Context: an optimization exercise on an open-source flow, tuned for small area. The choices shown serve that exercise and are no tape-out recipe. The RTL was checked by simulation tests, not by an equivalence proof against the original design.

==> flow/design.v <==
module fht8v_timeslot (
  input  wire        clk,
  input  wire        rst,
  input  wire        tick_valid,
  output wire        tick_ready,
  input  wire [15:0] tick_temp,       
  input  wire        tick_radio_ok,   
  input  wire        cmd_valid,
  output wire        cmd_ready,
  input  wire [2:0]  cmd_op,
  input  wire [3:0]  cmd_group,       
  input  wire [7:0]  cmd_a,
  input  wire [7:0]  cmd_b,
  input  wire [3:0]  cmd_opc,
  output reg         rsp_valid,
  input  wire        rsp_ready,
  output wire [1:0]  rsp_code,
  output wire [47:0] rsp_msg,
  output wire [1:0]  rsp_mode,
  output wire [15:0] rsp_cnt,
  output wire [7:0]  rsp_sc,
  output wire [3:0]  rsp_count,
  output wire        rsp_panic,
  output wire [7:0]  rsp_freeze,
  output wire [15:0] rsp_last_temp,
  output wire [31:0] rsp_tick,
  output wire [31:0] rsp_last_enq,
  output reg         ev_valid,
  input  wire        ev_ready,
  output wire [1:0]  ev_kind,         
  output wire [2:0]  ev_group,
  output wire [47:0] ev_msg,
  output wire [31:0] ev_tick
);
  localparam [15:0] TEMP_NA = 16'h8000;
  localparam [1:0] M_NORMAL = 2'd0, M_SYNC_COUNT = 2'd1, M_SYNC_FINAL = 2'd2, M_PAIR_START = 2'd3;
  localparam [2:0] OP_ENQUEUE = 3'd0, OP_SYNC = 3'd1, OP_PAIR = 3'd2, OP_SET_HC = 3'd3,
                   OP_COUNT = 3'd4, OP_IDLE = 3'd5, OP_INFO = 3'd6;
  localparam [1:0] R_OK = 2'd0, R_GROUP = 2'd1, R_RANGE = 2'd2, R_OP = 2'd3;
  localparam [1:0] EV_TX = 2'd0, EV_REQ = 2'd1, EV_READ = 2'd2;
  localparam [5:0] C_SYNC = 6'b011100, C_SYNC_SET = 6'b010000, C_PAIR = 6'b011111,
                   C_OPEN = 6'b010001;
  reg  [447:0] ring;             
  wire [63:0]  hd = ring[447:384];
  reg  [63:0]  o;                
  reg  [1:0]   fx;               
  reg  [2:0]   ph;               
  reg  [2:0]   pg;               
  reg [3:0]  count;
  reg [31:0] tick;
  reg [9:0]  le_lo;
  reg        le_wrap;
  reg        panic;
  reg [1:0]  freeze;
  reg [15:0] last_temp;
  reg        clr;                
  reg        cs;                 
  reg        ts;                 
  reg        pnow;               
  reg        radio_q;            
  reg [1:0]  kc;                 
  function [15:0] inc16(input [15:0] x);
    integer i; reg k;
    begin k = 1'b1; for (i = 0; i < 16; i = i + 1) begin inc16[i] = x[i] ^ k; k = k & x[i]; end end
  endfunction
  function [32:0] inc32(input [31:0] x);    
    integer i; reg k;
    begin
      k = 1'b1; inc32[32] = 1'b0;
      for (i = 0; i < 32; i = i + 1) begin
        inc32[i] = x[i] ^ k; k = k & x[i];
        if (i == 9) inc32[32] = k;
      end
    end
  endfunction
  function [21:0] dec22(input [21:0] x, input b);
    integer i; reg k;
    begin k = b; for (i = 0; i < 22; i = i + 1) begin dec22[i] = x[i] ^ k; k = k & ~x[i]; end end
  endfunction
  function [7:0] dec8(input [7:0] x);
    integer i; reg k;
    begin k = 1'b1; for (i = 0; i < 8; i = i + 1) begin dec8[i] = x[i] ^ k; k = k & ~x[i]; end end
  endfunction
  function [9:0] add10(input [9:0] x, input [9:0] z);
    integer i; reg k;
    begin k = 1'b0; for (i = 0; i < 10; i = i + 1) begin add10[i] = x[i] ^ z[i] ^ k; k = (x[i] & z[i]) | (k & (x[i] ^ z[i])); end end
  endfunction
  function [7:0] sub8(input [7:0] x, input [7:0] z);
    integer i; reg k;
    begin k = 1'b1; for (i = 0; i < 8; i = i + 1) begin sub8[i] = x[i] ^ ~z[i] ^ k; k = (x[i] & ~z[i]) | (k & (x[i] ^ ~z[i])); end end
  endfunction
  function [7:0] add8(input [7:0] x, input [7:0] z);
    integer i; reg k;
    begin k = 1'b0; for (i = 0; i < 8; i = i + 1) begin add8[i] = x[i] ^ z[i] ^ k; k = (x[i] & z[i]) | (k & (x[i] ^ z[i])); end end
  endfunction
  wire ev_free = !ev_valid || ev_ready;
  wire [2:0] ph1 = ph + 3'd1;
  wire adv = ev_free && (!rsp_valid || rsp_ready) && (ph == pg + 3'd1);
  wire idle    = !clr && !cs && !ts && !ev_valid && !rsp_valid;
  wire [7:0]  h_hc1  = hd[63:56];
  wire [7:0]  h_hc2  = hd[55:48];
  wire [7:0]  h_addr = hd[47:40];
  wire [5:0]  h_cmd  = hd[39:34];
  wire [7:0]  h_ext  = hd[33:26];
  wire [1:0]  h_mode = hd[25:24];
  wire [15:0] h_cnt  = hd[23:8];
  wire [7:0]  h_sc   = hd[7:0];
  wire stepping = ts && adv;
  wire pm       = stepping && pnow;
  wire [7:0] p_addr = pm ? 8'd0 : h_addr;
  wire [5:0] p_cmd  = pm ? C_OPEN : h_cmd;
  wire [7:0] p_ext  = pm ? 8'd0 : h_ext;
  wire sodd = stepping && (h_mode == M_SYNC_COUNT) && h_sc[0];
  wire [5:0] q_cmd = sodd ? C_SYNC : p_cmd;
  wire [7:0] q_ext = sodd ? h_sc : p_ext;
  wire        g0   = (ph == 3'd0);
  wire [15:0] c1   = inc16(h_cnt);
  wire        chi  = (h_cnt[15:8] == 8'd0);
  wire [7:0]  cd   = sub8(h_cnt[7:0], {5'd0, h_hc2[2:0]});    
  wire        cdh  = chi && (cd[7:3] == 5'b11100) && cd[0];
  wire        hit4 = cdh && (cd[2:1] == 2'd0);                   
  wire        hit2 = cdh && (cd[2:1] == 2'd1);                   
  wire        hit0 = cdh && (cd[2:1] == 2'd2);                   
  wire [7:0]  sc1  = dec8(h_sc);
  reg [1:0] f_new;
  always @(*) begin
    if (tick_temp == TEMP_NA)
      f_new = freeze;
    else if (tick_temp[15] || (tick_temp[14:6] == 9'd0 && tick_temp[5:0] < 6'd50))
      f_new = 2'd3;
    else if (freeze != 2'd0)
      f_new = freeze - 2'd1;
    else
      f_new = 2'd0;
  end
  wire [1:0] fz = g0 ? f_new : freeze;
  wire radio = g0 ? tick_radio_ok : radio_q;
  reg        n_ev;
  reg [1:0]  n_kind;
  reg [5:0]  n_cmd;
  reg [7:0]  n_ext;
  reg [1:0]  n_mode;
  reg [15:0] n_cnt;
  reg [7:0]  n_sc;
  reg        n_read;
  always @(*) begin
    n_ev   = 1'b0;
    n_kind = EV_TX;
    n_cmd  = q_cmd;
    n_ext  = q_ext;
    n_mode = h_mode;
    n_cnt  = h_cnt;
    n_sc   = h_sc;
    n_read = 1'b0;
    case (h_mode)
      M_NORMAL: begin
        n_cnt = c1;
        if (g0 && hit4) begin
          n_ev   = 1'b1;
          n_kind = EV_REQ;
        end
        if (hit2) begin
          if (g0) begin
            n_ev   = 1'b1;
            n_kind = EV_READ;
            n_read = 1'b1;
          end
          if (fz != 2'd0 && q_cmd[3:0] == 4'h6 && q_ext < 8'd40)
            n_ext = 8'd40;
        end
        if (hit0) begin
          n_ev     = radio;
          n_kind   = EV_TX;
          n_cmd[5] = q_cmd[5] | radio;
          n_cnt    = 16'd0;
        end
      end
      M_SYNC_COUNT: begin
        n_ev = h_sc[0] && radio;
        n_sc = sc1;
        if (sc1 == 8'd0) begin
          n_cmd  = C_SYNC_SET;
          n_ext  = 8'd0;
          n_mode = M_SYNC_FINAL;
        end
      end
      M_SYNC_FINAL: begin
        n_ev     = radio;
        n_cmd[5] = q_cmd[5] | radio;
        n_mode   = M_NORMAL;
        n_cnt    = 16'd0;
      end
      default: begin
        n_ev   = radio;
        n_cmd  = C_SYNC_SET;
        n_ext  = 8'd0;
        n_mode = M_SYNC_FINAL;
      end
    endcase
  end
  wire step_en  = stepping;
  wire tick_end = step_en && ({1'b0, ph} == count - 4'd1);
  wire tick_acc = step_en && g0;
  assign tick_ready = tick_acc;
  wire       c_all    = cmd_group[3];
  wire [2:0] c_g      = cmd_group[2:0];
  wire       c_active = ({1'b0, c_g} < count);
  reg  [1:0] c_code;
  always @(*) begin
    c_code = R_OK;
    case (cmd_op)
      OP_ENQUEUE, OP_SYNC: if (!c_all && !c_active) c_code = R_GROUP;
      OP_PAIR, OP_SET_HC:  if (c_all || !c_active) c_code = R_GROUP;
      OP_COUNT:            if (cmd_a == 8'd0 || cmd_a > 8'd8) c_code = R_RANGE;
      OP_IDLE:             c_code = R_OK;
      OP_INFO:             if (c_all) c_code = R_GROUP;
      default:             c_code = R_OP;
    endcase
  end
  wire cmd_act  = cmd_valid && adv && (cs || (idle && !tick_valid && ph == 3'd0));
  wire cmd_end  = cmd_act && (ph == (c_all ? 3'd7 : c_g));
  assign cmd_ready = cmd_end;
  wire c_ok     = cmd_act && (c_code == R_OK);
  wire c_here   = c_all ? ({1'b0, ph} < count) : (ph == c_g);
  wire c_enq    = c_ok && c_here && (cmd_op == OP_ENQUEUE);
  wire c_sync   = c_ok && c_here && (cmd_op == OP_SYNC);
  wire c_pair   = c_ok && c_here && (cmd_op == OP_PAIR);
  wire c_sethc  = c_ok && c_here && (cmd_op == OP_SET_HC);
  wire c_touch  = cmd_end && (c_code == R_OK) &&
                  (cmd_op == OP_ENQUEUE || cmd_op == OP_SYNC || cmd_op == OP_PAIR || cmd_op == OP_IDLE);
  reg [63:0] nx;
  always @(*) begin
    nx = hd;
    if (step_en)
      nx = {h_hc1, h_hc2, p_addr, n_cmd, n_ext, n_mode, n_cnt, n_sc};
    if (c_enq)
      nx[47:26] = {cmd_a, 2'b01, cmd_opc, cmd_b};
    if (c_sync)
      nx = {h_hc1, h_hc2, 8'd0, C_SYNC, 8'd241, M_SYNC_COUNT, h_cnt, 8'd241};
    if (c_pair)
      nx = {h_hc1, h_hc2, cmd_a, C_PAIR, 8'd0, M_PAIR_START, h_cnt, h_sc};
    if (c_sethc)
      nx[63:48] = {cmd_a, cmd_b};
    if (rst || clr)
      nx = 64'd0;
  end
  wire       tx      = step_en && n_ev && (n_kind == EV_TX);
  wire [1:0] fx_in   = {tx && h_mode[0] && (h_mode[1] || sc1 == 8'd0),    
                        tx && !h_mode[0]};                                 
  wire [63:0] p_in   = (fx_in != 2'd0) ? {nx[63:40], q_cmd, q_ext, nx[25:0]} : nx;
  wire [5:0]  g_cmd  = fx[1] ? C_SYNC_SET : {o[39] | fx[0], o[38:34]};
  wire [7:0]  g_ext  = fx[1] ? 8'd0 : o[33:26];
  wire [63:0] g_rec  = {o[63:40], g_cmd, g_ext, o[25:0]};
  wire [32:0] tick1   = inc32(tick);
  wire        panic_due = (tick[9:0] == add10(le_lo, 10'd699));
  always @(posedge clk) begin
    if (adv) begin
      ring <= {ring[383:0], g_rec};
      o    <= p_in;
      fx   <= fx_in;
      pg   <= ph;
      ph   <= ph1;
    end else begin
      ring <= {ring[383:0], hd};
      ph   <= (ph1 == pg) ? ph1 + 3'd1 : ph1;
    end
    if (step_en && n_ev)
      kc <= n_kind;
    if (cmd_end)
      kc <= c_code;
    if (rst) begin
      ph        <= 3'd0;
      pg        <= 3'd7;
      clr       <= 1'b1;
      cs        <= 1'b0;
      ts        <= 1'b0;
      count     <= 4'd1;
      tick      <= 32'd0;
      le_lo     <= 10'd0;
      le_wrap   <= 1'b0;
      panic     <= 1'b0;
      freeze    <= 2'd0;
      last_temp <= TEMP_NA;
      ev_valid  <= 1'b0;
      rsp_valid <= 1'b0;
    end else begin
      if (clr && ph == 3'd7)
        clr <= 1'b0;
      if (ev_valid && ev_ready)
        ev_valid <= 1'b0;
      if (rsp_valid && rsp_ready)
        rsp_valid <= 1'b0;
      if (idle && tick_valid && adv && ph == 3'd7) begin
        ts   <= 1'b1;
        tick <= tick1[31:0];
        pnow <= panic_due;
        if (panic_due) begin
          le_lo   <= tick1[9:0];
          le_wrap <= 1'b0;
          panic   <= 1'b1;
        end else if (tick1[32]) begin
          le_wrap <= 1'b1;
        end
      end
      if (step_en) begin
        if (n_ev)
          ev_valid <= 1'b1;
        if (n_read) begin
          last_temp <= tick_temp;
          freeze    <= f_new;
        end
        if (tick_acc)
          radio_q <= tick_radio_ok;
        if (tick_end)
          ts <= 1'b0;
      end
      if (cmd_act)
        cs <= !cmd_end;
      if (cmd_end) begin
        rsp_valid <= 1'b1;
        if (c_touch) begin
          le_lo   <= tick[9:0];
          le_wrap <= 1'b0;
          panic   <= 1'b0;
        end
        if (cmd_op == OP_COUNT && c_code == R_OK)
          count <= cmd_a[3:0];
      end
    end
  end
  wire [7:0] o_cmd = {o[39], 1'b0, o[38], 1'b0, o[37:34]};
  wire [7:0] o_csum = add8(add8(add8(add8(add8(o[63:56], o[55:48]), o[47:40]), o_cmd), o[33:26]), 8'h0C);
  assign ev_msg        = {o[63:40], o_cmd, o[33:26], o_csum};
  assign rsp_msg       = ev_msg;
  assign rsp_mode      = o[25:24];
  assign rsp_code      = kc;
  assign ev_kind       = kc;
  assign rsp_cnt       = o[23:8];
  assign rsp_sc        = o[7:0];
  assign ev_group      = pg;
  assign ev_tick       = tick;
  assign rsp_tick      = tick;
  assign rsp_last_enq  = {dec22(tick[31:10], le_wrap), le_lo};
  assign rsp_count     = count;
  assign rsp_panic     = panic;
  assign rsp_freeze    = {6'd0, freeze};
  assign rsp_last_temp = last_temp;
endmodule
==> flow/flow/run.sh <==
#!/bin/bash
# The standard layout (standard.sh), with these changes:
#  - synthesis: synth_recipe.tcl as it is, but with the logic mapped by an
#    area-oriented abc script and adder extraction limited to full adders
#    (flow/synth.tcl); the registers come out as in the standard synthesis;
#  - the port buffers are made from the smallest buffer cell, buf_1;
#  - the clock tree uses clkbuf_16 over clusters of up to 28 registers and no
#    dummy loads.
# The full output of the layout goes to standard.log; ORFS keeps each step's
# own log under orfs/logs.
set -euo pipefail
here=$(pwd)
export AREA_ABC_SCRIPT="$here/flow/abc_area.script"
export FLOW_SYNTH_TCL="$here/synth_recipe.tcl"
export BUFFER_PORTS_ARGS="-buffer_cell sky130_fd_sc_hd__buf_1"
export CTS_ARGS="-sink_clustering_enable -repair_clock_nets -dont_use_dummy_load -buf_list {sky130_fd_sc_hd__clkbuf_16} -sink_clustering_size 28 -sink_clustering_max_diameter 80"
sed -e "s#SYNTH_SCRIPT=[^ ]*#SYNTH_SCRIPT=$here/flow/synth.tcl#" standard.sh > own.sh
grep -q "SYNTH_SCRIPT=$here/flow/synth.tcl" own.sh
bash own.sh > standard.log 2>&1
==> flow/flow/abc_area.script <==
strash
&get -n
&st
&deepsyn -T 120
&dch -f
&nf -R 1000
&put
topo
==> flow/flow/synth.tcl <==
# The standard flow's synthesis script (synth_recipe.tcl) unchanged, except that:
#  - the abc call maps the logic with an area-oriented script
#    (flow/abc_area.script) that leaves gate sizing to the layout;
#  - adder extraction looks for full adders only (no half adders).
proc abc {args} {
  set i [lsearch -exact $args -script]
  if { $i >= 0 } { lset args [expr {$i + 1}] $::env(AREA_ABC_SCRIPT) }
  yosys abc {*}$args
}
proc extract_fa {args} {
  if { [lsearch -exact $args -ha] < 0 && [lsearch -exact $args -fa] < 0 } { lappend args -fa }
  yosys extract_fa {*}$args
}
source $::env(FLOW_SYNTH_TCL)
==> flow/standard.sh <==
#!/bin/bash
# synth_recipe.tcl (not shown) runs the flow's synth.tcl, then flattens the netlist and writes it again
# the make line also repeats each setting of config.mk as NAME=value (left out here)
make -C /OpenROAD-flow-scripts/flow DESIGN_CONFIG=/design/flow/config.mk WORK_HOME=/design/flow/orfs CLKGATE_MAP_FILE= SYNTH_SCRIPT=/design/flow/synth_recipe.tcl "${@:-finish}"
==> flow/config.mk <==
export PLATFORM = sky130hd
export DESIGN_NAME = fht8v_timeslot
export DESIGN_NICKNAME = fht8v_timeslot
export VERILOG_FILES = /design/flow/design.v
export SDC_FILE = /design/flow/constraint.sdc
export NUM_CORES = 4
export LEC_CHECK = 0
export CAP_MARGIN = 20
export CORE_MARGIN = 2
export CORE_UTILIZATION = 60
export SLEW_MARGIN = 20
==> flow/constraint.sdc <==
create_clock -name core_clock -period 10.0 [get_ports {clk}]
set_input_delay 2.0000 -clock core_clock [delete_from_list [all_inputs] [get_ports {clk}]]
set_output_delay 2.0000 -clock core_clock [all_outputs]
set_load 0.01 [all_outputs]
==> impl_metrics.env, run 1 <==
export IMPL_outcome="no timing/DRC/antenna violations"
export IMPL_crit_path_top_delay_cell="fa_1"
export IMPL_drtIter0Drc=753
export IMPL_synth_edf_count=70
export IMPL_nNetsFinal=1832
export IMPL_cts_made_buffers=25
export IMPL_htreeDepth=1
export IMPL_synth_top_cells_by_count="525 x dfxtp_1, 201 x nor2_1, 90 x buf_4, 78 x a21oi_1"
export IMPL_syn_area_per_cell_um2=12.0
export IMPL_portBuffers=297
export IMPL_grt_usage_pct=23.8
export IMPL_core_area_mm2=0.0297
export IMPL_ys_seq_area_share_pct=69.6
export IMPL_grt_ovfl_total=0
export IMPL_crit_family="adder cells"
export IMPL_fin_crit_ps=8210
export IMPL_fin_cells=2148
export IMPL_path_cells="and2_0, fa_1, clkinv_1, fa_1, fa_1, clkinv_1, fa_1, fa_1, fa_1, fa_1, fa_1, clkinv_1, fa_1, nor2_1, xnor2_1, xnor2_1, buf_1"
export IMPL_wl_per_cell_um=18.0
export IMPL_synth_top_area_share_pct=58.0
export IMPL_synth_most_common_cell="dfxtp_1"
export IMPL_drive_above_1_share_pct=2.33
export IMPL_num_vias=11316
export IMPL_drcViolationCount=0
export IMPL_gp_congestion=0.881
export IMPL_cts_hold_buf=0
export IMPL_ys_ff_latch=595
export IMPL_slew_violations=0
export IMPL_tightest_slew_ps=1070
export IMPL_post_route_period_util_pct=82.1
export IMPL_crit_path_frequent_cell="fa_1"
export IMPL_clk_latency_ps=560
export IMPL_synth_flop_cell="dfxtp_1"
export IMPL_yosys_area_top_type="dfxtp_1"
export IMPL_ant_nets=0
export IMPL_async_flop_share_pct=0
export IMPL_die_x_um=178
export IMPL_grt_pass1_wl_mm=57.0
export IMPL_io_pins=308
export IMPL_fin_skew_ps=15.7
export IMPL_vias_per_cell=5.27
export IMPL_cts_setup_buffers=0
export IMPL_crit_fanout=5
export IMPL_fin_area_mm2=0.0198
export IMPL_crit_buf_inv=4
export IMPL_place_ws_ps=2330
export IMPL_setup_viol=0
export IMPL_cts_reportedPaths_clkPinSlew_ps=100
export IMPL_syn_inst=1507
export IMPL_crit_arrival_ps=6210
export IMPL_grt_pass1_vias=10113
export IMPL_slew_headroom_pct=28.5
export IMPL_hold_violations=0
export IMPL_cts_tree="done"
export IMPL_required_ps=8000
export IMPL_dieArea_mm2=0.0316
export IMPL_worst_setup_path_type="flip-flop to primary output"
export IMPL_startpoint_type="flip-flop"
export IMPL_dpl_instance_area_mm2=0.0192
export IMPL_finish_utilization_pct=66.6
export IMPL_area_growth_pct=9.30
export IMPL_fill_cells=2351
export IMPL_netlist_area_mm2=0.0181
export IMPL_slowest_delay_ps=520
export IMPL_drtPass1Iterations=5
export IMPL_dp_cells=2121
export IMPL_synth_distinct_cells=50
export IMPL_antenna_found_initial=1
export IMPL_cts_root_buffer="clkbuf_16"
export IMPL_cap_violations=0
export IMPL_initial_utilization_pct=61.0
export IMPL_post_route_worst_setup_slack_ps=1790
export IMPL_rows=63
export IMPL_finalSetupTns_ps=0
export IMPL_synth_warnings=1
export IMPL_die_y_um=178
export IMPL_ctsResizeCount=0
export IMPL_max_clock_freq_ghz=0.122
export IMPL_rsz0062_at_grt="no"
export IMPL_hold_class="flip-flop to flip-flop"
export IMPL_critPathCaptureType="primary output"
export IMPL_grt_start_max_net_pins=88
export IMPL_routed_wl_mm=38.6
export IMPL_ys_top_cells_by_area="dfxtp_1 58%, edfxtp_1 12%, nor2_1 4.2%"
export IMPL_cts_path_max_buffers=3
export IMPL_dp_hpwl_mm=28.1
export IMPL_numClockSinks=595
==> placed cells by master (no fill, tap or decap), drive strengths merged, types with 4 or more instances in the layout <==
master and count:
conb 10, nand3 16, and3 19, xnor2 32, nand4 6, nor4b 4
fa 24, nand3b 4, a22o 58, nand2b 25, xor2 24, nor3 53
clkbuf 26, and2 15, a21o 8, clkinv 51, nor2 201, nor2b 7
a21oi 78, or3 5, a31oi 11, or2 6, o31ai 4, o21a 13
buf 304, o21ai 43, nor4 10, a22oi 4, a211oi 4, nand2 70
edfxtp 70, dfxtp 525
==> layer usage <==
metal	track usage (%)	part of all wire, %
met5	0	0
met2	36.0	43
met4	8.71	3.9
met1	34.3	46
met3	4.43	6.8
==> flip-flops by register name (all words and copies together), names as in the netlist, 2 cells and up <==
name / cells
tick: 32
ph: 3
freeze: 2
count: 4
fx: 2
last_temp: 16
le_lo: 10
ring: 448
kc: 2
o: 64
pg: 3
==> stage by stage <==
| stage | hold WS [ps] |
|---|---|
| finish | 317 |
| CTS | 322 |
| floorplan | 310 |
| global placement | 310 |
| global route | 327 |
| detailed placement | 312 |
==> worst reg2reg max path: cells and delay by family (launching register included) <==
| kind | cells | cell delay [ps] |
|---|---|---|
| AO/OA/AOI/OAI | 1 | 130 |
| AND/OR/NAND/NOR | 24 | 5680 |
| flip-flops | 1 | 440 |
| buffers and inverters | 1 | 230 |
==> logic make-up (layout without fill, tap and decap cells) <==
| group | after synthesis | in the layout | synth area share [%] |
|---|---|---|---|
| DFF | 595 | 595 | 69.6 |
| buffers and inverters | 142 | 382 | 4.81 |
| and+or+nand+nor | 450 | 450 | 11.5 |
| other | 1 | 12 | 0.0207 |
| xor gates and xnor gates | 56 | 56 | 2.71 |
| adders and majority gates | 24 | 24 | 2.65 |
| AOI/OAI and AO/OA | 238 | 238 | 8.62 |
| muxes | 1 | 1 | 0.0552 |
==> cell type report <==
cell class	count	area, µm²	area share (%)
sequential	595	12600	63.7
clock buffer	25	626	3.16
antenna	2	5.00	0.0253
inverter	52	198	0.998
timing repair buffer	305	1180	5.94
multi-input combinational	779	4700	23.7
tap	390	488	2.46
==> worst paths after layout <==
check	to	cells after the start	slack (ps)	startpoint
worst max register to register	tick[31]	26	3410	ph[1]
worst min register to register	ring[151]	0	320	ring[87]
worst min-delay path	ring[151]	0	320	ring[87]
worst max-delay path	ev_msg[7]	17	1790	o[48]
==> run 2, diff against run 1 <==
--- a/flow/design.v
+++ b/flow/design.v
@@ -135,10 +135,10 @@
   end
   wire [1:0] fz = g0 ? f_new : freeze;
   wire radio = g0 ? tick_radio_ok : radio_q;
+  localparam [1:0] FX_NONE = 2'd0, FX_REPEAT = 2'd1, FX_SYNC_SET = 2'd2, FX_FLOOR = 2'd3;
   reg        n_ev;
   reg [1:0]  n_kind;
-  reg [5:0]  n_cmd;
-  reg [7:0]  n_ext;
+  reg [1:0]  n_fx;
   reg [1:0]  n_mode;
   reg [15:0] n_cnt;
   reg [7:0]  n_sc;
@@ -146,8 +146,7 @@
   always @(*) begin
     n_ev   = 1'b0;
     n_kind = EV_TX;
-    n_cmd  = q_cmd;
-    n_ext  = q_ext;
+    n_fx   = FX_NONE;
     n_mode = h_mode;
     n_cnt  = h_cnt;
     n_sc   = h_sc;
@@ -166,12 +165,13 @@
             n_read = 1'b1;
           end
           if (fz != 2'd0 && q_cmd[3:0] == 4'h6 && q_ext < 8'd40)
-            n_ext = 8'd40;
+            n_fx = FX_FLOOR;
         end
         if (hit0) begin
           n_ev     = radio;
           n_kind   = EV_TX;
-          n_cmd[5] = q_cmd[5] | radio;
+          if (radio)
+            n_fx   = FX_REPEAT;
           n_cnt    = 16'd0;
         end
       end
@@ -179,21 +179,20 @@
         n_ev = h_sc[0] && radio;
         n_sc = sc1;
         if (sc1 == 8'd0) begin
-          n_cmd  = C_SYNC_SET;
-          n_ext  = 8'd0;
+          n_fx   = FX_SYNC_SET;
           n_mode = M_SYNC_FINAL;
         end
       end
       M_SYNC_FINAL: begin
         n_ev     = radio;
-        n_cmd[5] = q_cmd[5] | radio;
+        if (radio)
+          n_fx   = FX_REPEAT;
         n_mode   = M_NORMAL;
         n_cnt    = 16'd0;
       end
       default: begin
         n_ev   = radio;
-        n_cmd  = C_SYNC_SET;
-        n_ext  = 8'd0;
+        n_fx   = FX_SYNC_SET;
         n_mode = M_SYNC_FINAL;
       end
     endcase
@@ -232,7 +231,7 @@
   always @(*) begin
     nx = hd;
     if (step_en)
-      nx = {h_hc1, h_hc2, p_addr, n_cmd, n_ext, n_mode, n_cnt, n_sc};
+      nx = {h_hc1, h_hc2, p_addr, q_cmd, q_ext, n_mode, n_cnt, n_sc};
     if (c_enq)
       nx[47:26] = {cmd_a, 2'b01, cmd_opc, cmd_b};
     if (c_sync)
@@ -244,19 +243,16 @@
     if (rst || clr)
       nx = 64'd0;
   end
-  wire       tx      = step_en && n_ev && (n_kind == EV_TX);
-  wire [1:0] fx_in   = {tx && h_mode[0] && (h_mode[1] || sc1 == 8'd0),    
-                        tx && !h_mode[0]};                                 
-  wire [63:0] p_in   = (fx_in != 2'd0) ? {nx[63:40], q_cmd, q_ext, nx[25:0]} : nx;
-  wire [5:0]  g_cmd  = fx[1] ? C_SYNC_SET : {o[39] | fx[0], o[38:34]};
-  wire [7:0]  g_ext  = fx[1] ? 8'd0 : o[33:26];
+  wire [1:0]  fx_in  = step_en ? n_fx : FX_NONE;
+  wire [5:0]  g_cmd  = (fx == FX_SYNC_SET) ? C_SYNC_SET : {o[39] | (fx == FX_REPEAT), o[38:34]};
+  wire [7:0]  g_ext  = (fx == FX_SYNC_SET) ? 8'd0 : (fx == FX_FLOOR) ? 8'd40 : o[33:26];
   wire [63:0] g_rec  = {o[63:40], g_cmd, g_ext, o[25:0]};
   wire [32:0] tick1   = inc32(tick);
   wire        panic_due = (tick[9:0] == add10(le_lo, 10'd699));
   always @(posedge clk) begin
     if (adv) begin
       ring <= {ring[383:0], g_rec};
-      o    <= p_in;
+      o    <= nx;
       fx   <= fx_in;
       pg   <= ph;
       ph   <= ph1;
==> run 2 against run 1 <==
Effect of this change:
- die area down 0.76%
- first-iteration DRC count down 23%
- still clean on timing, DRC and antenna
- clock-buffer cell count unchanged
==> impl_metrics.env, run 2 <==
export IMPL_synth_top_cells_by_count="525 x dfxtp_1, 191 x nor2_1, 90 x buf_4, 70 x edfxtp_1, 69 x a21oi_1"
export IMPL_io_pins=308
export IMPL_initial_utilization_pct=60.8
export IMPL_gp_congestion=0.829
export IMPL_grt_ovfl_total=0
export IMPL_top_regs="ring (448), o (64), tick (32)"
export IMPL_setup_viol=0
export IMPL_num_vias=10781
export IMPL_vias_per_cell=5.11
export IMPL_whs_ps=292
export IMPL_seqCellArea_mm2=0.0126
export IMPL_crit_path_top_delay_cell="fa_1"
export IMPL_largest_register_ff_count=448
export IMPL_hold_violations=0
export IMPL_rows=63
export IMPL_die_x_um=177
export IMPL_grt_pass1_wl_mm=54.7
export IMPL_dp_hpwl_mm=25.3
export IMPL_multi_input_area_mm2=0.00452
export IMPL_max_flop_register="ring"
export IMPL_slowest_delay_ps=520
export IMPL_async_flop_share_pct=0
export IMPL_crit_family="adder cells"
export IMPL_ys_seq_area_share_pct=70.2
export IMPL_slew_violations=0
export IMPL_synthSimpleGateAreaFrac_pct=11.0
export IMPL_synth_flop_cell="dfxtp_1"
export IMPL_final_common_cell="dfxtp_1"
export IMPL_synth_top_family_by_area="simple AND/OR/NAND/NOR gates"
export IMPL_required_ps=8000
export IMPL_synth_xor_area_share_pct=2.87
export IMPL_finalSetupTns_ps=0
export IMPL_layout_common_cells="525 x dfxtp_1, 296 x buf_1, 191 x nor2_1"
export IMPL_startpoint_type="flip-flop"
export IMPL_ys_top_cells_by_area="dfxtp_1 58%, edfxtp_1 12%, nor2_1 4.0%"
export IMPL_grt_start_max_net_pins=75
export IMPL_slew_headroom_pct=26.3
export IMPL_ant_nets=0
export IMPL_cts_tree="done"
export IMPL_cts_made_buffers=25
export IMPL_cts_setup_buffers=0
export IMPL_ys_ff_latch=595
export IMPL_crit_buf_inv=4
export IMPL_fin_skew_ps=42.4
export IMPL_finish_utilization_pct=66.4
export IMPL_fill_cells=2344
export IMPL_path_cells="and2_0, fa_1, clkinv_1, fa_1, fa_1, clkinv_1, fa_1, fa_1, fa_1, fa_1, fa_1, clkinv_1, fa_1, nor2_1, xnor2_1, xnor2_1, buf_1"
export IMPL_tightest_slew_ps=1100
export IMPL_crit_path_frequent_cell="fa_1"
export IMPL_outcome="no timing/DRC/antenna violations"
export IMPL_drive_above_1_share_pct=2.09
export IMPL_synth_top_area_share_pct=58.5
export IMPL_synth_warnings=1
export IMPL_drtPass1Iterations=5
export IMPL_grt_pass1_vias=9899
export IMPL_cts_hold_buf=0
export IMPL_critPathCaptureType="primary output"
export IMPL_fin_crit_ps=8040
export IMPL_htreeDepth=1
export IMPL_antenna_cells=0
export IMPL_antenna_found_initial=2
export IMPL_synth_edf_count=70
export IMPL_numClockSinks=595
export IMPL_ctsResizeCount=0
export IMPL_netlist_area_mm2=0.0180
export IMPL_synth_compound_area_share_pct=7.86
export IMPL_drcViolationCount=0
export IMPL_core_area_mm2=0.0296
export IMPL_post_route_period_util_pct=80.4
export IMPL_cts_reportedPaths_clkPinSlew_ps=100
export IMPL_rsz0062_at_grt="no"
export IMPL_grt_usage_pct=22.5
export IMPL_yosys_area_top_type="dfxtp_1"
export IMPL_dieArea_mm2=0.0314
export IMPL_nNetsFinal=1796
export IMPL_cap_violations=0
export IMPL_synth_most_common_cell="dfxtp_1"
export IMPL_max_clock_freq_ghz=0.124
export IMPL_cts_root_buffer="clkbuf_16"
export IMPL_drtIter0Drc=578
export IMPL_worst_setup_path_type="flip-flop to primary output"
export IMPL_synth_distinct_cells=48
export IMPL_die_y_um=177
export IMPL_cts_path_max_buffers=3
export IMPL_synthAdderAreaFrac_pct=2.73
export IMPL_synth_mux_area_share_pct=0.487
export IMPL_wl_per_cell_um=17.1
export IMPL_crit_fanout=5
export IMPL_syn_inst=1472
export IMPL_crit_arrival_ps=6040
export IMPL_hold_class="flip-flop to flip-flop"
export IMPL_portBuffers=297
export IMPL_routed_wl_mm=36.1
export IMPL_area_growth_pct=9.16
export IMPL_syn_area_per_cell_um2=12.2
export IMPL_clk_latency_ps=580
-- run 2: final cells by class --
class	count	share of cell area [%]
sequential	595	64.3
multi-input combinational	740	23.0
timing repair buffer	304	5.95
clock buffer	25	3.19
tap	390	2.49
inverter	56	1.08
-- run 2: metrics by stage --
step                      setup WS, ps  area [µm²]  cells
after CTS                         1940       19600   2110
final                             1960       19600   2110
after floorplan                    395       18000   1481
after detailed placement          2060       19000   2085
after global placement            2270       19000   2085
after global routing              1720       19600   2110
-- run 2: path summary, 6_finish.rpt --
kind / from / to / slack [ps] / cells after the start
setup / recovery: o[48] / rsp_msg[7] / 1960 / 17
hold / removal: ring[44] / ring[108] / 290 / 0
setup reg to reg: ph[2] / tick[31] / 3190 / 27
hold reg to reg: ring[44] / ring[108] / 290 / 0
-- run 2: cells by family after synthesis --
| kind of cell | after synthesis |
|---|---|
| XOR/XNOR | 59 |
| AND/OR/NAND/NOR | 425 |
| adder cells (fa/ha/maj) | 25 |
| AO/OA/AOI/OAI | 213 |
| buffers and inverters | 146 |
| multiplexers | 8 |
| other | 1 |
| flip-flops | 595 |
-- run 2: layer usage --
layer | up-vias | GRT usage (%) | part of all wire (%)
met5 | - | 0 | 0.072
met4 | 4 | 5.20 | 1.9
met3 | 44 | 4.96 | 6.7
met2 | 276 | 35.1 | 45
met1 | 5119 | 32.3 | 46
li1 | 5338 | - | -
==> run 3, diff against run 2 <==
--- a/flow/design.v
+++ b/flow/design.v
@@ -96,7 +96,7 @@
   wire ev_free = !ev_valid || ev_ready;
   wire [2:0] ph1 = ph + 3'd1;
   wire adv = ev_free && (!rsp_valid || rsp_ready) && (ph == pg + 3'd1);
-  wire idle    = !clr && !cs && !ts && !ev_valid && !rsp_valid;
+  wire idle    = !clr && !cs && !ts;
   wire [7:0]  h_hc1  = hd[63:56];
   wire [7:0]  h_hc2  = hd[55:48];
   wire [7:0]  h_addr = hd[47:40];
@@ -240,7 +240,7 @@
       nx = {h_hc1, h_hc2, cmd_a, C_PAIR, 8'd0, M_PAIR_START, h_cnt, h_sc};
     if (c_sethc)
       nx[63:48] = {cmd_a, cmd_b};
-    if (rst || clr)
+    if (clr)
       nx = 64'd0;
   end
   wire [1:0]  fx_in  = step_en ? n_fx : FX_NONE;
==> run 3 against run 2 <==
Effect of this change:
- clock skew is 7.1 ps lower
- utilization shrank 0.051 points
- die area down 0.29%
- critical path depth is the same
- synthesized area fell by 0.30%
- clock-buffer cell count is 1 higher
- critical path type unchanged
- highest routed layer is now met4
==> impl_metrics.env, run 3 <==
export IMPL_outcome="no timing/DRC/antenna violations"
export IMPL_ys_seq_area_share_pct=70.4
export IMPL_grt_usage_pct=23.1
export IMPL_synth_compound_area_share_pct=8.38
export IMPL_max_clock_freq_ghz=0.123
export IMPL_hold_violations=0
export IMPL_crit_fanout=5
export IMPL_synth_top_area_share_pct=58.6
export IMPL_ys_ff_latch=595
export IMPL_worst_setup_path_type="flip-flop to primary output"
export IMPL_initial_utilization_pct=60.6
export IMPL_ctsResizeCount=0
export IMPL_crit_arrival_ps=6110
export IMPL_synthAdderAreaFrac_pct=2.68
export IMPL_routed_wl_mm=36.3
export IMPL_synth_edf_count=70
export IMPL_netlist_area_mm2=0.0179
export IMPL_clk_latency_ps=560
export IMPL_drcViolationCount=0
export IMPL_die_y_um=177
export IMPL_ys_top_cells_by_area="dfxtp_1 59%, edfxtp_1 12%, nor2_1 3.9%"
export IMPL_yosys_area_top_type="dfxtp_1"
export IMPL_cts_reportedPaths_clkPinSlew_ps=100
export IMPL_critPathCaptureType="primary output"
export IMPL_slew_violations=0
export IMPL_synth_top_cells_by_count="525 x dfxtp_1, 187 x nor2_1, 90 x buf_4, 86 x a21oi_1, 70 x edfxtp_1"
export IMPL_path_cells="and2_0, fa_1, clkinv_1, fa_1, fa_1, clkinv_1, fa_1, fa_1, fa_1, fa_1, fa_1, clkinv_1, fa_1, nor2_1, xnor2_1, xnor2_1, buf_1"
export IMPL_portBuffers=297
export IMPL_top_regs="ring (448), o (64), tick (32)"
export IMPL_slew_headroom_pct=30.9
export IMPL_crit_path_frequent_cell="fa_1"
export IMPL_drive_above_1_share_pct=2.21
export IMPL_dp_hpwl_mm=25.5
export IMPL_area_growth_pct=9.40
export IMPL_grt_pass1_vias=10110
export IMPL_startpoint_type="flip-flop"
export IMPL_vias_per_cell=5.13
export IMPL_gp_congestion=0.856
export IMPL_dp_cells=2086
export IMPL_cts_path_max_buffers=3
export IMPL_synth_warnings=1
export IMPL_rsz0062_at_grt="no"
export IMPL_crit_path_top_delay_cell="fa_1"
export IMPL_final_common_cell="dfxtp_1"
export IMPL_syn_inst=1472
export IMPL_synthSimpleGateAreaFrac_pct=10.5
export IMPL_fin_crit_ps=8110
export IMPL_antenna_found_initial=1
export IMPL_die_x_um=177
export IMPL_io_pins=308
export IMPL_nNetsFinal=1798
export IMPL_required_ps=8000
export IMPL_drtIter0Drc=799
export IMPL_grt_start_max_net_pins=78
export IMPL_async_flop_share_pct=0
export IMPL_cts_root_buffer="clkbuf_16"
export IMPL_grt_ovfl_total=0
export IMPL_max_flop_register="ring"
export IMPL_fin_cells=2113
export IMPL_synth_distinct_cells=48
export IMPL_cts_tree="done"
export IMPL_core_area_mm2=0.0296
export IMPL_syn_area_per_cell_um2=12.2
export IMPL_ant_nets=0
export IMPL_wl_per_cell_um=17.2
export IMPL_cts_setup_buffers=0
export IMPL_fin_skew_ps=35.3
export IMPL_dieArea_mm2=0.0313
export IMPL_rows=63
export IMPL_cts_made_buffers=26
export IMPL_post_route_period_util_pct=81.1
export IMPL_finalSetupTns_ps=0
export IMPL_synth_flop_cell="dfxtp_1"
export IMPL_synth_mux_area_share_pct=0.419
export IMPL_htreeDepth=1
export IMPL_fill_cells=2278
export IMPL_synth_xor_area_share_pct=2.74
export IMPL_tightest_slew_ps=1030
export IMPL_layout_common_cells="525 x dfxtp_1, 297 x buf_1, 186 x nor2_1"
export IMPL_setup_viol=0
export IMPL_drtPass1Iterations=5
export IMPL_synth_top_family_by_area="simple AND/OR/NAND/NOR gates"
export IMPL_synth_most_common_cell="dfxtp_1"
export IMPL_hold_class="flip-flop to flip-flop"
export IMPL_numClockSinks=595
export IMPL_num_vias=10839
export IMPL_cts_hold_buf=0
export IMPL_slowest_delay_ps=520
export IMPL_largest_register_ff_count=448
export IMPL_cap_violations=0
export IMPL_grt_pass1_wl_mm=56.3
[run 3: per-layer routing]
layer  wire [µm]  track usage (%)
met5           0                0
met4         826             6.16
met3        1770             2.84
met2       17000             37.7
met1       16700             33.0
[run 3: kinds of logic after synthesis]
| logic type | after synthesis |
|---|---|
| muxes | 7 |
| adders and majority gates | 24 |
| AOI/OAI and AO/OA | 241 |
| and+or+nand+nor | 404 |
| buffers and inverters | 144 |
| other | 1 |
| DFF | 595 |
| xor gates and xnor gates | 56 |
[run 3: worst paths after layout]
| kind | startpoint | endpoint | slack, ps | cells past startpoint |
|---|---|---|---|---|
| worst max-delay path | o[48] | rsp_msg[7] | 1890 | 17 |
| worst min-delay path | ring[50] | ring[114] | 300 | 0 |
| worst max register to register | ph[1] | tick[31] | 3340 | 26 |
| worst min register to register | ring[50] | ring[114] | 300 | 0 |
[run 3: final cells by class]
class / count / area [µm²] / area share (%)
Sequential cell: 595 / 12600 / 64.3
Multi-Input combinational cell: 742 / 4480 / 22.8
Timing Repair Buffer: 305 / 1170 / 5.99
Clock buffer: 26 / 651 / 3.32
Tap cell: 390 / 488 / 2.49
Inverter: 54 / 205 / 1.05
Antenna cell: 1 / 2.50 / 0.0128
[run 3: stage by stage]
step / instance area [µm²] / hold WS, ps / setup WS (ps) / utilization [%]
finish: 19600 / 300 / 1890 / 66.3
global route: 19600 / 297 / 1640 / 66.3
CTS: 19600 / 301 / 1840 / 66.3
detailed placement: 19000 / 312 / 2180 / 64.1
global placement: 19000 / 309 / 2420 / 64.1
floorplan: 18000 / 310 / 761 / -
[run 3: worst max-delay path: cells and delay by family (launching register included)]
kind / cells / cell delay [ps]
AND/OR/NAND/NOR: 2 / 360
XOR/XNOR: 2 / 430
buffers and inverters: 4 / 420
adder cells (fa/ha/maj): 9 / 3870
flip-flops: 1 / 480
==> run 4, diff against run 3 <==
--- a/flow/design.v
+++ b/flow/design.v
@@ -240,13 +240,11 @@
       nx = {h_hc1, h_hc2, cmd_a, C_PAIR, 8'd0, M_PAIR_START, h_cnt, h_sc};
     if (c_sethc)
       nx[63:48] = {cmd_a, cmd_b};
-    if (clr)
-      nx = 64'd0;
   end
   wire [1:0]  fx_in  = step_en ? n_fx : FX_NONE;
   wire [5:0]  g_cmd  = (fx == FX_SYNC_SET) ? C_SYNC_SET : {o[39] | (fx == FX_REPEAT), o[38:34]};
   wire [7:0]  g_ext  = (fx == FX_SYNC_SET) ? 8'd0 : (fx == FX_FLOOR) ? 8'd40 : o[33:26];
-  wire [63:0] g_rec  = {o[63:40], g_cmd, g_ext, o[25:0]};
+  wire [63:0] g_rec  = clr ? 64'd0 : {o[63:40], g_cmd, g_ext, o[25:0]};
   wire [32:0] tick1   = inc32(tick);
   wire        panic_due = (tick[9:0] == add10(le_lo, 10'd699));
   always @(posedge clk) begin
==> run 4 against run 3 <==
Effect of this change:
- register-to-register slack better by 1100 ps
- non-clock buffer count rose by 2
- first-iteration DRC count is 14% lower
- clock-buffer cell count is 1 lower
- worst hold slack better by 9.5 ps
- still clean
==> impl_metrics.env, run 4 <==
export IMPL_cts_reportedPaths_clkPinSlew_ps=110
export IMPL_cts_tree="done"
export IMPL_tightest_slew_ps=994
export IMPL_largest_register_ff_count=448
export IMPL_outcome="no timing/DRC/antenna violations"
export IMPL_slowest_delay_ps=520
export IMPL_cts_path_max_buffers=3
export IMPL_core_area_mm2=0.0296
export IMPL_path_cells="and2_0, fa_1, clkinv_1, fa_1, fa_1, clkinv_1, fa_1, fa_1, fa_1, fa_1, fa_1, clkinv_1, fa_1, nor2_1, xnor2_1, xnor2_1, buf_1"
export IMPL_area_growth_pct=9.39
export IMPL_synth_top_family_by_area="simple AND/OR/NAND/NOR gates"
export IMPL_fin_skew_ps=38.3
export IMPL_synth_most_common_cell="dfxtp_1"
export IMPL_syn_inst=1403
export IMPL_top_regs="ring (448), o (64), tick (32)"
export IMPL_drcViolationCount=0
export IMPL_numClockSinks=595
export IMPL_ys_ff_latch=595
export IMPL_synth_xor_area_share_pct=2.48
export IMPL_async_flop_share_pct=0
export IMPL_routed_wl_mm=37.6
export IMPL_synth_top_area_share_pct=58.4
export IMPL_rsz0062_at_grt="no"
export IMPL_crit_path_frequent_cell="fa_1"
export IMPL_synthSimpleGateAreaFrac_pct=10.0
export IMPL_die_y_um=177
export IMPL_grt_start_max_net_pins=72
export IMPL_drtIter0Drc=689
export IMPL_crit_path_top_delay_cell="fa_1"
export IMPL_fin_cells=2044
export IMPL_antenna_found_initial=2
export IMPL_grt_pass1_vias=10110
export IMPL_synth_top_cells_by_count="525 x dfxtp_1, 90 x buf_4, 89 x a22o_1, 84 x nor2_1, 70 x edfxtp_1"
export IMPL_synth_distinct_cells=50
export IMPL_rows=63
export IMPL_dp_hpwl_mm=26.5
export IMPL_max_flop_register="ring"
export IMPL_finalSetupTns_ps=0
export IMPL_slew_violations=0
export IMPL_antenna_cells=0
export IMPL_multi_input_area_mm2=0.00458
export IMPL_yosys_area_top_type="dfxtp_1"
export IMPL_synth_flop_cell="dfxtp_1"
export IMPL_ys_top_cells_by_area="dfxtp_1 58%, edfxtp_1 12%, a22o_1 4.3%"
export IMPL_nNetsFinal=1730
export IMPL_io_pins=308
export IMPL_synth_warnings=1
export IMPL_critPathCaptureType="primary output"
export IMPL_ys_seq_area_share_pct=70.0
export IMPL_final_common_cell="dfxtp_1"
export IMPL_synth_mux_area_share_pct=1.05
export IMPL_crit_buf_inv=4
export IMPL_startpoint_type="flip-flop"
export IMPL_gp_congestion=0.832
export IMPL_cts_setup_buffers=0
export IMPL_grt_pass1_wl_mm=56.3
export IMPL_cap_violations=0
export IMPL_post_route_period_util_pct=80.9
export IMPL_initial_utilization_pct=60.9
export IMPL_drive_above_1_share_pct=2.54
export IMPL_grt_usage_pct=23.4
export IMPL_cts_made_buffers=25
export IMPL_portBuffers=297
export IMPL_dpl_instance_area_mm2=0.0191
export IMPL_cts_hold_buf=0
export IMPL_slew_headroom_pct=33.7
export IMPL_crit_fanout=5
export IMPL_fin_crit_ps=8090
export IMPL_synthAdderAreaFrac_pct=2.72
export IMPL_crit_arrival_ps=6090
export IMPL_grt_ovfl_total=0
export IMPL_clk_latency_ps=570
export IMPL_max_clock_freq_ghz=0.124
export IMPL_dp_cells=2019
export IMPL_dieArea_mm2=0.0314
export IMPL_crit_family="adder cells"
export IMPL_ctsResizeCount=0
export IMPL_layout_common_cells="525 x dfxtp_1, 296 x buf_1, 89 x a22o_1"
export IMPL_hold_violations=0
export IMPL_synth_compound_area_share_pct=8.81
export IMPL_synth_edf_count=70
export IMPL_setup_viol=0
export IMPL_syn_area_per_cell_um2=12.8
export IMPL_cts_root_buffer="clkbuf_16"
export IMPL_fin_area_mm2=0.0197
export IMPL_htreeDepth=1
export IMPL_die_x_um=177
export IMPL_hold_class="flip-flop to flip-flop"
export IMPL_ant_nets=0
export IMPL_wl_per_cell_um=18.4
export IMPL_drtPass1Iterations=5
export IMPL_worst_setup_path_type="flip-flop to primary output"
export IMPL_num_vias=10859
export IMPL_required_ps=8000
export IMPL_seqCellArea_mm2=0.0126
export IMPL_netlist_area_mm2=0.0180
export IMPL_fill_cells=2309
export IMPL_vias_per_cell=5.31
## run 4: cell count changes after synthesis, moves of 11 or more
cell     delta
a21oi_1    -39
and4_1     +24
mux2_1     +11
nor3_1     +20
a22o_1     +35
nor2_1    -103
o21ai_0    -20
## run 4: cell families after synthesis
group	after synthesis
other	1
DFF	595
xor gates and xnor gates	51
muxes	17
buffers and inverters	143
and+or+nand+nor	346
adders and majority gates	25
AOI/OAI and AO/OA	225
## run 4: path summary, 6_finish.rpt
kind	slack, ps	start	endpoint	cells after the start
max	1910	o[48]	rsp_msg[7]	17
min	310	ring[245]	ring[309]	0
max reg2reg	4420	ph[1]	o[23]	21
min reg2reg	310	ring[245]	ring[309]	0
## run 4: layout make-up
cell class              count  share of cell area, %
multi-input cells         674                   23.3
repair buffers            307                   6.05
flip-flops and latches    595                   64.0
well taps                 390                   2.48
clock buffers              25                   3.18
inverters                  53                   1.01
## run 4: stage by stage
stage / setup WS, ps / utilization [%] / hold slack [ps]
after floorplan: 1410 / - / 310
after global placement: 2620 / 64.5 / 310
after detailed placement: 2490 / 64.5 / 312
after CTS: 1870 / 66.6 / 314
after global routing: 1690 / 66.6 / 312
final: 1910 / 66.6 / 310
## run 4: metal layers
metal	track usage (%)	wire, µm	vias up
li1	-	-	5253
met1	33.0	17000	5176
met2	36.4	16800	360
met3	4.38	2430	66
met4	8.06	1320	4
met5	0	27	-
==> run 5, diff against run 4 <==
==> flow/flow/abc_area.script (replaced) <==
strash
&get -n
&st
&deepsyn -T 240
&dch -f
&nf -R 1000
&put
topo
==> run 5 against run 4 <==
Effect of this change:
- die area is 0.83% lower
- setup slack worse by 99 ps
- clock skew is 5.3 ps lower
- global-route usage is 0.26 points lower
- critical endpoint is now ev_msg[7]
==> impl_metrics.env, run 5 <==
export IMPL_cts_setup_buffers=0
export IMPL_hp_start="ring[305]"
export IMPL_hold_class="flip-flop to flip-flop"
export IMPL_syn_area_per_cell_um2=12.9
export IMPL_post_route_period_util_pct=81.9
export IMPL_crit_fanout=5
export IMPL_numClockSinks=595
export IMPL_tightest_slew_ps=1070
export IMPL_max_flop_register="ring"
export IMPL_die_x_um=176
export IMPL_crit_arrival_ps=6190
export IMPL_hold_violations=0
export IMPL_place_ws_ps=1970
export IMPL_top_regs="ring (448), o (64), tick (32)"
export IMPL_dp_hpwl_mm=25.6
export IMPL_async_flop_share_pct=0
export IMPL_rsz0062_at_grt="no"
export IMPL_drive_above_1_share_pct=2.33
export IMPL_synth_distinct_cells=53
export IMPL_worst_setup_path_type="flip-flop to primary output"
export IMPL_layout_common_cells="525 x dfxtp_1, 297 x buf_1, 88 x a22o_1"
export IMPL_met2_usage_pct=35.8
export IMPL_cap_violations=0
export IMPL_clk_latency_ps=560
export IMPL_startpoint_type="flip-flop"
export IMPL_gp_congestion=0.851
export IMPL_vias_per_cell=5.26
export IMPL_synth_most_common_cell="dfxtp_1"
export IMPL_io_pins=308
export IMPL_grt_pass1_wl_mm=56.1
export IMPL_crit_family="adder cells"
export IMPL_rows=63
export IMPL_grt_start_max_net_pins=74
export IMPL_syn_inst=1383
export IMPL_grtUsageMet3_pct=4.93
export IMPL_crit_path_top_delay_cell="fa_1"
export IMPL_cts_made_buffers=25
export IMPL_grt_usage_pct=23.1
export IMPL_ys_ff_latch=595
export IMPL_ctsResizeCount=0
export IMPL_initial_utilization_pct=60.6
export IMPL_synth_top_cells_by_count="525 x dfxtp_1, 90 x buf_4, 88 x a22o_1, 70 x edfxtp_1, 64 x nor2_1"
export IMPL_area_growth_pct=9.36
export IMPL_cts_root_buffer="clkbuf_16"
export IMPL_dieArea_mm2=0.0311
export IMPL_portBuffers=297
export IMPL_slew_violations=0
export IMPL_finish_utilization_pct=66.2
export IMPL_reg2reg_from="ph[1]"
export IMPL_drtPass1Iterations=5
export IMPL_cts_path_max_buffers=3
export IMPL_met1_usage_pct=33.2
export IMPL_die_y_um=176
export IMPL_slew_headroom_pct=28.6
export IMPL_synth_warnings=1
export IMPL_cts_hold_buf=0
export IMPL_ys_seq_area_share_pct=70.6
export IMPL_wl_per_cell_um=18.1
export IMPL_slowest_delay_ps=530
export IMPL_path_cells="and2_0, fa_1, clkinv_1, fa_1, fa_1, clkinv_1, fa_1, fa_1, fa_1, fa_1, fa_1, clkinv_1, fa_1, nor2_1, xnor2_1, xnor2_1, xnor2_1, buf_1"
export IMPL_ys_top_cells_by_area="dfxtp_1 59%, edfxtp_1 12%, a22o_1 4.3%"
export IMPL_finalSetupTns_ps=0
export IMPL_largest_register_ff_count=448
export IMPL_busiest_layer="met2"
export IMPL_critPathCaptureType="primary output"
export IMPL_netlist_area_mm2=0.0179
export IMPL_required_ps=8000
export IMPL_crit_path_start="o[48]"
export IMPL_ant_nets=0
export IMPL_final_common_cell="dfxtp_1"
export IMPL_drtIter0Drc=684
export IMPL_fin_skew_ps=33.0
export IMPL_crit_buf_inv=4
export IMPL_grt_ovfl_total=0
export IMPL_max_clock_freq_ghz=0.122
export IMPL_yosys_area_top_type="dfxtp_1"
export IMPL_grt_pass1_vias=9957
export IMPL_core_area_mm2=0.0295
export IMPL_synth_top_area_share_pct=58.9
export IMPL_synth_flop_cell="dfxtp_1"
export IMPL_outcome="no timing/DRC/antenna violations"
export IMPL_crit_path_frequent_cell="fa_1"
export IMPL_cts_tree="done"
export IMPL_nNetsFinal=1708
export IMPL_cts_reportedPaths_clkPinSlew_ps=100
export IMPL_synth_edf_count=70
export IMPL_post_route_worst_setup_slack_ps=1810
export IMPL_htreeDepth=1
export IMPL_whs_ps=309
export IMPL_fin_crit_ps=8190
export IMPL_antenna_found_initial=3
export IMPL_setup_viol=0
export IMPL_routed_wl_mm=36.7
export IMPL_num_vias=10654
export IMPL_drcViolationCount=0
==> run 5: cell types whose count changed after synthesis, moves of 5 or more <==
cell	delta
nand2b_1	-10
a21oi_1	+10
nand2_1	-5
and3_1	+7
clkinv_1	+5
and2_0	+12
nor2_1	-20
and4_1	-24
nor3_1	-13
o21ai_0	+15
o22ai_1	+5
==> run 5: final cells by class <==
class | instances | area (µm²)
diodes | 2 | 5.00
inverters | 58 | 219
multi-input cells | 649 | 4400
repair buffers | 305 | 1170
flip-flops and latches | 595 | 12600
clock buffers | 25 | 626
fillers | 2303 | 9960
well taps | 390 | 488
==> run 5: path summary, 6_finish.rpt <==
| kind | cells past startpoint | to | slack, ps |
|---|---|---|---|
| setup / recovery | 18 | ev_msg[7] | 1810 |
| hold / removal | 0 | ring[369] | 310 |
| setup reg to reg | 26 | tick[31] | 3110 |
| hold reg to reg | 0 | ring[369] | 310 |
==> run 5: kinds of logic (layout without fill, tap and decap cells) <==
family / after synthesis / in the layout / synth area share [%]
buffers and inverters: 148 / 388 / 5.00
other: 1 / 12 / 0.0210
muxes: 19 / 19 / 1.17
adders and majority gates: 25 / 25 / 2.75
and+or+nand+nor: 294 / 294 / 8.30
AOI/OAI and AO/OA: 246 / 246 / 9.41
DFF: 595 / 595 / 70.6
xor gates and xnor gates: 55 / 55 / 2.70
==> run 5: stage by stage <==
stage               area, µm²  cells
floorplan               17900   1392
global placement        18900   1997
detailed placement      18900   1997
CTS                     19500   2022
global route            19500   2024
finish                  19500   2024
==> run 5: layer usage <==
metal	routed length, µm	share of wire (%)
met3	2160	5.9
met2	16500	45
met5	0	0
met4	1020	2.8
met1	17000	46
==> run 5: worst register-to-register path: stages, from the launching register on <==
cell,delay [ps]
dfxtp_1,440
nand2b_1,220
nor3b_1,290
o211ai_1,200
a31o_2,260
nor4_1,520
and3_1,310
and3_1,230
and2_0,270
and3_1,310
and3_1,250
and3_1,250
and3_1,210
and2_0,240
and3_1,220
and2_0,230
and3_1,230
and2_0,240
and3_1,220
and2_0,240
and3_1,230
and2_0,270
and3_1,230
and2_0,250
nand3_1,150
xor2_1,180
nor2_1,50
==> run 6, diff against run 5 <==
--- a/flow/design.v
+++ b/flow/design.v
@@ -323,7 +323,14 @@
     end
   end
   wire [7:0] o_cmd = {o[39], 1'b0, o[38], 1'b0, o[37:34]};
-  wire [7:0] o_csum = add8(add8(add8(add8(add8(o[63:56], o[55:48]), o[47:40]), o_cmd), o[33:26]), 8'h0C);
+  function [15:0] csa8(input [7:0] x, input [7:0] z, input [7:0] w);
+    integer i;
+    begin for (i = 0; i < 8; i = i + 1) begin csa8[i] = x[i] ^ z[i] ^ w[i]; csa8[8+i] = (x[i] & z[i]) | (w[i] & (x[i] ^ z[i])); end end
+  endfunction
+  wire [15:0] s1 = csa8(o[63:56], o[55:48], o[47:40]);
+  wire [15:0] s2 = csa8(s1[7:0], {s1[14:8], 1'b0}, o_cmd);
+  wire [15:0] s3 = csa8(s2[7:0], {s2[14:8], 1'b0}, o[33:26]);
+  wire [7:0] o_csum = add8(add8(s3[7:0], {s3[14:8], 1'b0}), 8'h0C);
   assign ev_msg        = {o[63:40], o_cmd, o[33:26], o_csum};
   assign rsp_msg       = ev_msg;
   assign rsp_mode      = o[25:24];
==> flow/flow/abc_area.script (replaced) <==
strash
&get -n
&st
&deepsyn -T 300
&dch -f
&nf -R 1000
&put
topo
==> run 6 against run 5 <==
Effect of this change:
- synthesized area decreased by 0.75%
- flip-flop and latch count stayed put
- register-to-register slack lost 280 ps
- clock skew is 6.5 ps lower
- first-iteration DRC count shrank 17%
- highest routed layer unchanged
- critical path type is now input pin to flip-flop
- critical endpoint is now tick[31]
- global-route usage fell by 1.5 points
==> impl_metrics.env, run 6 <==
export IMPL_outcome="no timing/DRC/antenna violations"
export IMPL_max_clock_freq_ghz=0.129
export IMPL_antenna_found_initial=2
export IMPL_cts_tree="done"
export IMPL_synth_top_area_share_pct=59.3
export IMPL_crit_path_start="ev_ready"
export IMPL_numClockSinks=595
export IMPL_gp_congestion=0.826
export IMPL_ctsResizeCount=0
export IMPL_reg2reg_from="ph[1]"
export IMPL_dp_cells=1967
export IMPL_ys_top_cells_by_area="dfxtp_1 59%, edfxtp_1 12%, a22o_1 4.3%"
export IMPL_cts_reportedPaths_clkPinSlew_ps=100
export IMPL_vias_per_cell=5.19
export IMPL_largest_register_ff_count=448
export IMPL_startpoint_type="input pin"
export IMPL_fin_cells=1994
export IMPL_core_area_mm2=0.0289
export IMPL_netlist_area_mm2=0.0177
export IMPL_clk_latency_ps=550
export IMPL_synth_warnings=1
export IMPL_hold_violations=0
export IMPL_htreeDepth=1
export IMPL_required_ps=10420
export IMPL_grt_pass1_wl_mm=52.3
export IMPL_yosys_area_top_type="dfxtp_1"
export IMPL_hp_start="ring[302]"
export IMPL_synth_top_cells_by_count="525 x dfxtp_1, 90 x buf_4, 88 x a22o_1, 78 x nor2_1, 70 x edfxtp_1"
export IMPL_cts_setup_buffers=0
export IMPL_initial_utilization_pct=61.4
export IMPL_fin_crit_ps=7740
export IMPL_drtPass1Iterations=5
export IMPL_drive_above_1_share_pct=2.55
export IMPL_wl_per_cell_um=17.2
export IMPL_dieArea_mm2=0.0309
export IMPL_drcViolationCount=0
export IMPL_synth_most_common_cell="dfxtp_1"
export IMPL_whs_ps=309
export IMPL_final_common_cell="dfxtp_1"
export IMPL_crit_buf_inv=1
export IMPL_synth_flop_cell="dfxtp_1"
export IMPL_nNetsFinal=1684
export IMPL_die_x_um=176
export IMPL_fill_cells=2197
export IMPL_crit_path_top_delay_cell="nor4_1"
export IMPL_cts_hold_buf=0
export IMPL_ant_nets=0
export IMPL_post_route_period_util_pct=77.4
export IMPL_cts_root_buffer="clkbuf_16"
export IMPL_grt_pass1_vias=9550
export IMPL_ys_ff_latch=595
export IMPL_async_flop_share_pct=0
export IMPL_slew_violations=0
export IMPL_cap_violations=0
export IMPL_cts_made_buffers=25
export IMPL_rsz0062_at_grt="no"
export IMPL_post_route_worst_setup_slack_ps=2260
export IMPL_crit_family="simple AND/OR/NAND/NOR gates"
export IMPL_hold_class="flip-flop to flip-flop"
export IMPL_area_growth_pct=9.49
export IMPL_top_regs="ring (448), o (64), tick (32)"
export IMPL_fin_skew_ps=26.5
export IMPL_io_pins=308
export IMPL_finalSetupTns_ps=0
export IMPL_max_flop_register="ring"
export IMPL_drtIter0Drc=566
export IMPL_die_y_um=176
export IMPL_layout_common_cells="525 x dfxtp_1, 296 x buf_1, 88 x a22o_1"
export IMPL_grt_start_max_net_pins=74
export IMPL_dp_hpwl_mm=23.9
export IMPL_rows=62
export IMPL_syn_area_per_cell_um2=13.0
export IMPL_crit_arrival_ps=8170
export IMPL_routed_wl_mm=34.4
export IMPL_place_ws_ps=1700
export IMPL_synth_edf_count=70
export IMPL_crit_path_frequent_cell="and3_1"
export IMPL_tightest_slew_ps=1000
export IMPL_crit_fanout=5
export IMPL_portBuffers=297
export IMPL_syn_inst=1358
export IMPL_grt_ovfl_total=0
export IMPL_cts_path_max_buffers=3
export IMPL_num_vias=10347
export IMPL_critPathCaptureType="flip-flop"
export IMPL_slew_headroom_pct=32.9
export IMPL_setup_viol=0
export IMPL_grt_usage_pct=21.6
export IMPL_worst_setup_path_type="input pin to flip-flop"
export IMPL_synth_distinct_cells=51
export IMPL_slowest_delay_ps=610
export IMPL_ys_seq_area_share_pct=71.2
[run 6: path summary, 6_finish.rpt]
path	depth (start not counted)	end	slack [ps]
worst min-delay path	0	ring[366]	310
worst min register to register	0	ring[366]	310
worst max-delay path	27	tick[31]	2260
worst max register to register	27	tick[31]	2830
[run 6: layout make-up]
cell class,instances,area [µm²],share of cell area (%)
multi-input combinational,644,4350,22.4
sequential,595,12600,65.0
clock buffer,25,626,3.22
antenna,2,5.00,0.0258
inverter,38,144,0.742
timing repair buffer,306,1180,6.10
tap,384,480,2.48
[run 6: routing by layer]
layer  GRT usage (%)  up-vias  wire [µm]
met3            4.24       58       1960
met1            30.9     4942      16100
met2            34.3      288      15500
li1                -     5059          -
met5               0        -          0
met4            5.27        0        865
[run 6: through the flow]
step           area [µm²]  utilization (%)
6_report            19400             67.2
5_1_grt             19400             67.2
2_1_floorplan       17800                -
3_5_place_dp        18800             65.0
4_1_cts             19400             67.2
3_3_place_gp        18800             65.0
[run 6: kinds of logic (layout without fill, tap and decap cells)]
| logic type | Yosys count | count (layout) | synth area share, % |
|---|---|---|---|
| flip-flops | 595 | 595 | 71.2 |
| AND/OR/NAND/NOR | 309 | 309 | 8.62 |
| AO/OA/AOI/OAI | 225 | 225 | 8.85 |
| buffers and inverters | 128 | 369 | 4.62 |
| XOR/XNOR | 58 | 58 | 2.87 |
| adder cells (fa/ha/maj) | 24 | 24 | 2.71 |
| multiplexers | 18 | 18 | 1.13 |
| other | 1 | 12 | 0.0212 |

[what the ideal ports hide]
The results above use ideal ports. As a check the final layouts listed here were re-extracted and re-timed, cells and wires unchanged. Step 1: set_driving_cell puts a clkbuf_16 on clk and a buf_2 on each other input, an assumption about the parent block. Step 2 moves the port delays by t, midway between the first and last clock arrival at a register: inputs arrive t later, outputs are due t later. That takes back most of the time a late clock gives input paths. Three values: no drivers, after step 1, after step 2; two values: the first two.
| run | t (ns) | setup slack, ns | worst setup path at the end | clock arrival spread, ns | slew at the worst register clock pin (ns) |
|---|---|---|---|---|---|
| run 1 | 0.601 | 1.790 / 1.739 / 2.226 | input to register | 0.018 / 0.019 | 0.10 / 0.10 |
| run 2 | 0.611 | 1.957 / 1.903 / 2.023 | input to register | 0.054 / 0.053 | 0.11 / 0.11 |
| run 3 | 0.593 | 1.889 / 1.837 / 2.069 | input to register | 0.036 / 0.036 | 0.10 / 0.10 |
| run 4 | 0.597 | 1.909 / 1.861 / 2.459 | register to output | 0.042 / 0.041 | 0.11 / 0.11 |
| run 5 | 0.599 | 1.810 / 1.757 / 1.898 | input to register | 0.033 / 0.033 | 0.10 / 0.10 |
| run 6 | 0.583 | 2.256 / 2.277 / 1.694 | input to register | 0.028 / 0.028 | 0.10 / 0.10 |
After both steps every run listed still meets setup and hold. For run 6, which loses most, drivers alone change the setup slack by +0.021 ns; drivers and shift together by -0.562 ns.
